This is an optimization exercise on Yosys and OpenROAD, whose aim is small area, a short achievable clock period and few clock cycles per item, not a production implementation.
At most, simulation tests tie the RTL to the original design; equivalence was not proved.
Power is estimated from default activity; no workload was simulated.

## build 13
Design ssrb_raster, start of the top module:
module ssrb_raster (
    input  wire        clk,
    input  wire        rst,         
    input  wire        sp_valid,
    output wire        sp_ready,
    input  wire [31:0] sp_data,
    output reg         done,
    input  wire [3:0]  rd_col,
    input  wire [2:0]  rd_row,
    output wire [23:0] rd_pix
);
clock: 15.0 ns
lec_check: 0
cap_margin: 20
core_margin: 2
core_utilization: 70
cts_cluster_diameter: 50
cts_cluster_size: 30
place_density: 0.85
slew_margin: 20
synth_hierarchical: 1
synth_memory_max_bits: 16384
synth_minimum_keep_size: 0
standard.sh (not shown) runs the stock make flow with config.mk's settings and CLKGATE_MAP_FILE= SYNTH_SCRIPT=/design/flow/synth_recipe.tcl, a recipe that flattens the netlist after the stock synthesis.
==> flow/flow/run.sh <==
#!/bin/bash
# Layout flow: the standard flow's own layout (standard.sh, all ORFS steps from the
# standard synthesis to finish) with one change: the buffers that
# buffer_ports puts on every input and output port are buf_4 cells, not the
# cell it picks by default. make's full output goes to standard.log here.
set -euo pipefail
bash standard.sh "BUFFER_PORTS_ARGS=-buffer_cell sky130_fd_sc_hd__buf_4" finish > standard.log 2>&1
[inputs] trial 62 vs build 13
--- a/flow/design.v
+++ b/flow/design.v
@@ -143,15 +143,15 @@
             ge = cg[c] | (ce[c] & ge);
     end
     wire [5:0]  low = t & (~t + 6'd1);
     wire        tk  = ge && (t <= 6'd50);
     wire [5:0]  tn  = (tk ? t : (t & ~low)) | (low >> 1);
     wire [27:0] X   = {1'b1, P};
     wire [28:0] S   = {1'b0, X} + {3'b0, X[27:2]};
-    wire        nrm = S[28];
+    wire        nrm = (P >= 27'h4cccccd);    
     wire [26:0] Pn  = nrm ? S[27:1] : S[26:0];
     always @(posedge clk) begin
         if (rst) begin
             st <= S_IDLE;
             f  <= 1'b0;
         end else if (ld) begin
             st <= S_DEC;
@@ -174,38 +174,44 @@
                     if (f && low[0]) st <= S_IDLE;
                 end
                 default: ;
             endcase
         end
     end
     always @(posedge clk) begin
-        if (ld) begin
+        if (hit) begin
             E   <= sp_data[30:23];
-            P   <= {sp_data[22:0], 4'd0};
             sgn <= sp_data[31];
+        end else if (st == S_SCL) begin
+            E   <= E + {7'd0, nrm};
+        end else if (st == S_DEC && f && ge) begin
+            E   <= E - 8'd3;
+        end
+        if (hit)
+            P   <= {sp_data[22:0], 4'd0};
+        else if (st == S_SCL)
+            P   <= Pn;
+    end
+    always @(posedge clk) begin
+        if (ld) begin
             d   <= 3'd0;
             t   <= 6'd51;
         end else begin
             case (st)
                 S_DEC: begin
                     if (f) begin
                         if (ge) begin
                             d <= d + 3'd1;
                             t <= t + 6'd1;
-                            E <= E - 8'd3;
                         end else begin
                             t <= (d == 3'd4) ? 6'd32 : {3'd0, d};
                         end
                     end
                 end
-                S_SCL: begin
-                    P <= Pn;
-                    E <= E + {7'd0, nrm};
-                    t <= (t == 6'd3) ? 6'd32 : t + 6'd1;
-                end
+                S_SCL: t <= (t == 6'd3) ? 6'd32 : t + 6'd1;
                 S_SRC: if (f) t <= tn;
                 default: ;
             endcase
         end
     end
     reg  [7:0]  base;
     always @(*) begin
@@ -244,38 +250,44 @@
                 pend <= 1'b1;
             end else if (ins) begin
                 pend <= 1'b0;
             end
         end
     end
     always @(posedge clk)
-        if (ld)
+        if (hit)
             row <= nrow;
     reg  [8*W*H-1:0] ring;          
     reg  [W-1:0]     vp;            
     integer r;
     always @(posedge clk) begin
         for (r = 0; r < H; r = r + 1)
             ring[8*W*r +: 8*W] <= {ring[8*W*r +: 8*(W-1)],
                                    (ins && row == r) ? qv : ring[8*W*r + 8*(W-1) +: 8]};
         if (rst)
             vp <= {W{1'b0}};
         else
             vp <= {vp[W-2:0], ins | vp[W-1]};
     end
-    wire [H-1:0] rh = {{(H-1){1'b0}}, 1'b1} << rd_row;
     wire [W-1:0] ph;
     wire [8*W-1:0] yp;              
     genvar gp, gb, gr;
+    wire [8*H-1:0] rhb;
+    generate
+        for (gb = 0; gb < 8; gb = gb + 1) begin : g_dec
+            ssrb_dec3 u_dec (.a(rd_row), .y(rhb[H*gb +: H]));
+        end
+    endgenerate
     generate
         for (gp = 0; gp < W; gp = gp + 1) begin : g_place
             wire [3:0] k = gp - off;
             assign ph[gp] = (rd_col == k) && vp[gp];
             for (gb = 0; gb < 8; gb = gb + 1) begin : g_bit
                 wire [H-1:0] dv;
+                wire [H-1:0] rh = rhb[H*gb +: H];
                 wire [2:0]   y;
                 for (gr = 0; gr < H; gr = gr + 1) begin : g_row
                     assign dv[gr] = ring[8*W*gr + 8*gp + gb];
                 end
                 ssrb_aoi222 u_a0 (.a1(rh[0]), .b1(dv[0]), .a2(rh[1]), .b2(dv[1]),
                                   .a3(rh[2]), .b3(dv[2]), .y(y[0]));
                 ssrb_aoi222 u_a1 (.a1(rh[3]), .b1(dv[3]), .a2(rh[4]), .b2(dv[4]),
@@ -308,14 +320,20 @@
             end
         end
     endgenerate
     wire [7:0]  rd_q = rd_lo | rd_hi;
     wire [7:0]  rd_s = ~(rd_lo | rd_hi);
     assign rd_pix = {HUE, rd_s, rd_q};
 endmodule
+module ssrb_dec3 (
+    input  wire [2:0] a,
+    output wire [7:0] y
+);
+    assign y = 8'd1 << a;
+endmodule
 module ssrb_aoi222 (
     input  wire a1, b1, a2, b2, a3, b3,
     output wire y
 );
     assign y = ~((a1 & b1) | (a2 & b2) | (a3 & b3));
 endmodule
 module ssrb_aoi22 (
Results
Power share of the clock group in trial 62 vs build 13: down 2.0 points. Trial 62 against build 13: largest clock skew in the final design now larger, number of stages on the worst setup path now smaller. The register-to-register slack reported for trial 62 is greater than that of build 13 by 0.58 ns. Detailed-routing iteration count for the pre-antenna-repair pass for trial 62 is higher than for build 13. In the reports for trial 62 and build 13, the smaller global-route usage belongs to trial 62. As of trial 62, final-layout fill cell count had risen by a few percent compared to build 13. Comparing gate count after technology mapping for trial 62 and build 13, the bigger number came from trial 62. Compared to build 13, trial 62 has sequential share of layout area 0.46 points lower. Comparing trial 62 and build 13, fmax is higher on trial 62. Build 13 reports its highest routed metal layer as met4 while trial 62 reports met5.
Testbench counts of trial 62, summed over its fixed seeds: cycles 524,560, columns 256.
Only the layout flow was run in build 13; the RTL was not checked for function there.

==> static timing again, ports no longer ideal <==
The flow's constraints put no driver on any port. The routed layouts listed below were extracted and timed again, unchanged, in two steps. Step 1: set_driving_cell puts a clkbuf_16 on clk and a buf_2 on each other input, an assumption about the parent block. Step 2 times the ports against the registers' clock, not the clock port: input delays grow and output delays shrink by t, the midpoint of the rising clock arrivals with the driver on. Three values: ideal ports, drivers, drivers and shift; two values: the first two.
run | t, ns | setup WS [ns] | worst slew at a driven data input, ns
build 13 | 0.697 | 9.551 / 9.548 / 8.852 | 0.10
trial 62 | 0.707 | 10.055 / 10.089 / 9.382 | 0.06
After both steps setup and hold are still met in every run listed. The setup slack of build 13, which loses most, moves by -0.003 ns with the drivers and by -0.699 ns with both steps.
